What follows belongs to an exercise in optimizing a design on an open flow for small area, a short achievable clock period and few clock cycles per item; a production flow would make more cautious choices. Function was checked by simulation only, so behaviour that the tests miss may differ from the original. The clock input has no modelled driver; a real chip could not lean on it and would need a root buffer or a full tree. Power and IR drop assume default switching activity.

v29:
Design esq1_core, start of the top module:
module esq1_core (
    input  wire        clk,
    input  wire        rst,
    input  wire        cmd_valid,
    output wire        cmd_ready,
    input  wire [31:0] cmd,
    output reg         done,
    output reg  [15:0] res,
    output reg  [2:0]  err,
    output reg  [7:0]  sub,
    output reg  [15:0] pos,
    output reg         sticky
);
For scale: ~2000 flip-flops, ~0.082 mm^2 of cells after synthesis.
clock: 10.0 ns
lec_check: 0
abc_area: 1
cap_margin: 30
core_margin: 2
core_utilization: 64
place_density: 0.74
slew_margin: 20
standard.sh (not shown) runs the stock make flow with config.mk's settings and CLKGATE_MAP_FILE= SYNTH_SCRIPT=/design/flow/synth_recipe.tcl, a recipe that flattens the netlist after the stock synthesis.
==> flow/flow/run.sh <==
#!/bin/bash
# The standard layout (the standard.sh: standard synthesis, floorplan,
# placement, CTS, routing), with these changes to how it is made:
# - ORFS's timing repair aims below the clock period: repair_timing treats
#   a path as failing until its slack reaches SETUP_SLACK_MARGIN ns, so the
#   sized netlist runs well under the 10 ns clock;
# - the port buffers are buf_4 (ORFS would pick a delay cell);
# - CTS clusters up to 25 sinks per leaf buffer (within 80 um) and adds no
#   dummy loads;
# - after CTS, post_cts.tcl moves the clock pin to the middle of the left
#   edge and rebuilds the top of the clock tree (retree.tcl): the clock
#   port drives four buffers next to it, one per region of the die, and
#   each drives the leaf buffers of its region. The tree stays balanced
#   and is one level shallower than the one CTS builds;
# - after global routing, post_grt.tcl repairs antennas again with a margin,
#   so detailed routing needs no antenna repair-and-reroute passes.
# The SDC, the clock period and every other setting stay the standard flow's.
set -euo pipefail
here=$(pwd)
bash standard.sh SETUP_SLACK_MARGIN=7.0 \
  "BUFFER_PORTS_ARGS=-buffer_cell sky130_fd_sc_hd__buf_4" \
  "CTS_ARGS=-sink_clustering_enable -repair_clock_nets -sink_clustering_size 25 -sink_clustering_max_diameter 80 -dont_use_dummy_load" \
  POST_CTS_TCL="$here/flow/post_cts.tcl" \
  POST_GLOBAL_ROUTE_TCL="$here/flow/post_grt.tcl" \
  finish > flow_standard.log 2>&1
Other scripts of this flow, unchanged in this note and not shown: flow/flow/post_cts.tcl, flow/flow/post_grt.tcl, flow/flow/retree.tcl
Testbench counts of v29, summed over its fixed seeds: cycles 13,568, cmds 13,544.
[inputs] v16 vs v29
# v29
export LEC_CHECK = 0
export ABC_AREA = 1
export CAP_MARGIN = 30
export CORE_MARGIN = 2
export CORE_UTILIZATION = 64
export PLACE_DENSITY = 0.74
export SLEW_MARGIN = 20
create_clock -name core_clock -period 10.0 [get_ports {clk}]
# v16
export LEC_CHECK = 0
export ABC_AREA = 1
export CAP_MARGIN = 30
export CORE_MARGIN = 2
export CORE_UTILIZATION = 70
export PLACE_DENSITY = 0.8
export SLEW_MARGIN = 20
create_clock -name core_clock -period 10.0 [get_ports {clk}]
diff --git a/flow/flow/run.sh b/flow/flow/run.sh
--- a/flow/flow/run.sh
+++ b/flow/flow/run.sh
@@ -14,2 +14,4 @@
 #   and is one level shallower than the one CTS builds;
+# - clock nets are routed on met4 and met5 (ORFS: met3 and up), which have
+#   less capacitance per um, so the long nets of the shallow tree are faster;
 # - after global routing, post_grt.tcl repairs antennas again with a margin,
@@ -22,2 +24,3 @@
   "CTS_ARGS=-sink_clustering_enable -repair_clock_nets -sink_clustering_size 25 -sink_clustering_max_diameter 80 -dont_use_dummy_load" \
+  MIN_CLK_ROUTING_LAYER=met4 \
   POST_CTS_TCL="$here/flow/post_cts.tcl" \
Of the two values seen for worst setup path endpoint, res[14] was produced by v29 and rdp3_0[0]$_DFF_P_ by v16.
Run comparison: v29 timing startpoint of the critical path res[14]$_SDFFE_PP0P_; v16 timing startpoint of the critical path lcol[3]$_SDFF_PP0_
Relative to v29, slew at the pin closest to its max-slew limit has gone down in v16.
Summary of the comparison: proportion of power drawn by the clock network is lower in v16, relative to v29.
Summary of v16 over v29: post-synthesis register bit count now sits at about the same level, share of layout cells above drive strength 1 has remained practically unchanged, critical path depth increased 7, count of inserted tapcells lower, total chip power went down 1.3%.
Input-level comparison between v25 and v16:
# v16
export LEC_CHECK = 0
export ABC_AREA = 1
export CAP_MARGIN = 30
export CORE_MARGIN = 2
export CORE_UTILIZATION = 70
export PLACE_DENSITY = 0.8
export SLEW_MARGIN = 20
create_clock -name core_clock -period 10.0 [get_ports {clk}]
# v25
export LEC_CHECK = 0
export ABC_AREA = 1
export CAP_MARGIN = 30
export CORE_MARGIN = 2
export CORE_UTILIZATION = 50
export PLACE_DENSITY = 0.62
export SLEW_MARGIN = 20
create_clock -name core_clock -period 10.0 [get_ports {clk}]
Findings:
- Comparing v16 and v25, the higher largest stage delay on the critical path is on v16.
- v25 vs. v16: pre-CTS setup slack now sits lower, share of power burned in the clock network now sits higher, final critical path time including I/O delays and setup now sits higher, area added between synthesis and finish now sits higher.
--- input diff v25..v49 ---
# v25
export LEC_CHECK = 0
export ABC_AREA = 1
export CAP_MARGIN = 30
export CORE_MARGIN = 2
export CORE_UTILIZATION = 50
export PLACE_DENSITY = 0.62
export SLEW_MARGIN = 20
create_clock -name core_clock -period 10.0 [get_ports {clk}]
# v49
export LEC_CHECK = 0
export ABC_AREA = 1
export CAP_MARGIN = 30
export CORE_MARGIN = 2
export CORE_UTILIZATION = 64
export PLACE_DENSITY = 0.74
export SLEW_MARGIN = 20
create_clock -name core_clock -period 10.0 [get_ports {clk}]
diff --git a/flow/flow/run.sh b/flow/flow/run.sh
--- a/flow/flow/run.sh
+++ b/flow/flow/run.sh
@@ -7,2 +7,4 @@
 # - the port buffers are buf_4 (ORFS would pick a delay cell);
+# - after global placement, post_gpl.tcl moves each register that drives an
+#   output port's buffer next to that buffer;
 # - CTS clusters up to 25 sinks per leaf buffer (within 80 um) and adds no
@@ -25,2 +27,3 @@
   MIN_CLK_ROUTING_LAYER=met4 \
+  POST_GLOBAL_PLACE_TCL="$here/flow/post_gpl.tcl" \
   POST_CTS_TCL="$here/flow/post_cts.tcl" \
==> flow/flow/post_gpl.tcl (new file) <==
# POST_GLOBAL_PLACE hook: move each register that drives an output port's
# buffer next to that buffer (which sits at its port), so that the
# register's output drives a short wire; detailed placement legalizes it.
# The paths into these registers have time to spare; the paths out of them
# to the ports are the slowest in the design.
proc place_output_regs {} {
  set block [ord::get_db_block]
  array set sumx {}; array set sumy {}; array set cnt {}; array set obj {}
  foreach bt [$block getBTerms] {
    if {[$bt getIoType] ne "OUTPUT"} { continue }
    set net [$bt getNet]
    if {$net eq "NULL"} { continue }
    foreach it [$net getITerms] {
      if {[$it getIoType] ne "OUTPUT"} { continue }
      set buf [$it getInst]
      foreach bit [$buf getITerms] {
        if {[$bit getIoType] ne "INPUT" || ![$bit isInputSignal]} { continue }
        set inet [$bit getNet]
        if {$inet eq "NULL"} { continue }
        foreach dit [$inet getITerms] {
          if {[$dit getIoType] ne "OUTPUT"} { continue }
          set reg [$dit getInst]
          if {![string match "*__df*" [[$reg getMaster] getName]]} { continue }
          set bb [$buf getBBox]
          set k [$reg getName]
          set obj($k) $reg
          if {![info exists cnt($k)]} { set cnt($k) 0; set sumx($k) 0; set sumy($k) 0 }
          incr cnt($k)
          set sumx($k) [expr {$sumx($k) + [$bb xMin]}]
          set sumy($k) [expr {$sumy($k) + [$bb yMin]}]
        }
      }
    }
  }
  set core [$block getCoreArea]
  set cx [expr {([$core xMin] + [$core xMax]) / 2}]
  set cy [expr {([$core yMin] + [$core yMax]) / 2}]
  set n 0
  foreach k [array names cnt] {
    set x [expr {$sumx($k) / $cnt($k)}]
    set y [expr {$sumy($k) / $cnt($k)}]
    set x [expr {$x + ($cx > $x ? 4000 : -4000)}]
    set y [expr {$y + ($cy > $y ? 4000 : -4000)}]
    $obj($k) setLocation $x $y
    incr n
  }
  puts "place_output_regs: moved $n registers"
}
place_output_regs
==> run notes <==
For v49, the cell type of the slowest stage on the worst timing path was a2111oi_0, unlike v25, where it was dfxtp_4.
Between v25 and v49, the sequential power does not differ in any meaningful way.
Diff v25 -> v49: part of the power in combinational logic ~0 delta, data arrival time of the worst path +2.21 ns, register-to-register slack -0.03 ns.
v25 reports its start point of the critical path as res[14]$_SDFFE_PP0P_ while v49 reports fcol[0]$_SDFF_PP0_.
v49 completed; timing, DRC and antenna clean
Changes in v24 relative to v49:
diff --git a/flow/flow/run.sh b/flow/flow/run.sh
--- a/flow/flow/run.sh
+++ b/flow/flow/run.sh
@@ -23,3 +23,3 @@
 here=$(pwd)
-bash standard.sh SETUP_SLACK_MARGIN=7.0 \
+bash standard.sh SETUP_SLACK_MARGIN=7.1 \
   "BUFFER_PORTS_ARGS=-buffer_cell sky130_fd_sc_hd__buf_4" \
v24 vs v49: total power down in v24
Status: standard cell area after detailed placement parity (v24, v49)
The setup slack of v24 is smaller than that of v49.
[compare] base=v49 new=v24: part of the power in combinational logic held steady; worst-case reg-to-reg path depth rose 1; number of placed instances with taps included was more or less identical; number of detailed-route iterations in the first pass now sits higher.
Relative to v49, total wire length has decreased by 1.3% in v24.
NOTE via count of the first global-routing pass v49->v24 decreased slightly
Inputs modified between v24 and v4:
diff --git a/flow/flow/run.sh b/flow/flow/run.sh
--- a/flow/flow/run.sh
+++ b/flow/flow/run.sh
@@ -7,4 +7,2 @@
 # - the port buffers are buf_4 (ORFS would pick a delay cell);
-# - after global placement, post_gpl.tcl moves each register that drives an
-#   output port's buffer next to that buffer;
 # - CTS clusters up to 25 sinks per leaf buffer (within 80 um) and adds no
@@ -23,3 +21,3 @@
 here=$(pwd)
-bash standard.sh SETUP_SLACK_MARGIN=7.1 \
+bash standard.sh SETUP_SLACK_MARGIN=7.0 \
   "BUFFER_PORTS_ARGS=-buffer_cell sky130_fd_sc_hd__buf_4" \
@@ -27,3 +25,2 @@
   MIN_CLK_ROUTING_LAYER=met4 \
-  POST_GLOBAL_PLACE_TCL="$here/flow/post_gpl.tcl" \
   POST_CTS_TCL="$here/flow/post_cts.tcl" \
removed: flow/flow/post_gpl.tcl
[summary]
Min first-iteration DRC count across v24 and v4: v4. v4 and v24 ended up with roughly the same relative contribution of combinational cells to total power. Compared with v24, in v4 HPWL after detailed placement rose by about 0.7%; switching component of the power rose by 0.043 mW.

static timing again, ports no longer ideal:
No port has a modelled driver above. Below, the same layouts with a new extraction and two added sets of constraints. Step 1 (the two cells are an assumption about what drives the block):
set clk [get_ports {clk}]
set_driving_cell -lib_cell sky130_fd_sc_hd__clkbuf_16 $clk
set_driving_cell -lib_cell sky130_fd_sc_hd__buf_2 [delete_from_list [all_inputs] $clk]
Step 2 adds t to the input delays and takes it off the output delays; t is the mean of the earliest and latest rising clock arrival at the registers after step 1. Input paths then give back, and output paths get back, about the clock's delay inside the block. Slacks: no drivers / after step 1 / after step 2; pairs: no drivers / after step 1.
| run | t (ns) | slack for setup (ns) | hold slack, ns | clock arrival spread, ns | worst data-port slew with drivers (ns) |
|---|---|---|---|---|---|
| v29 | 0.675 | 6.794 / 6.733 / 6.528 | 0.312 / 0.312 / 0.312 | 0.089 / 0.089 | 0.07 |
| v16 | 0.658 | 6.829 / 6.784 / 6.388 | 0.298 / 0.298 / 0.298 | 0.133 / 0.134 | 0.06 |
| v25 | 0.693 | 6.722 / 6.664 / 6.496 | 0.304 / 0.304 / 0.304 | 0.155 / 0.155 | 0.08 |
| v49 | 0.651 | 6.874 / 6.821 / 6.484 | 0.319 / 0.319 / 0.319 | 0.119 / 0.119 | 0.09 |
| v24 | 0.656 | 6.819 / 6.757 / 6.568 | 0.300 / 0.300 / 0.300 | 0.122 / 0.121 | 0.11 |
| v4 | 0.672 | 6.801 / 6.739 / 6.528 | 0.313 / 0.313 / 0.313 | 0.094 / 0.095 | 0.07 |
After both steps every run listed still meets setup and hold. For v16, which loses most, drivers alone change the setup slack by -0.045 ns; drivers and shift together by -0.441 ns.
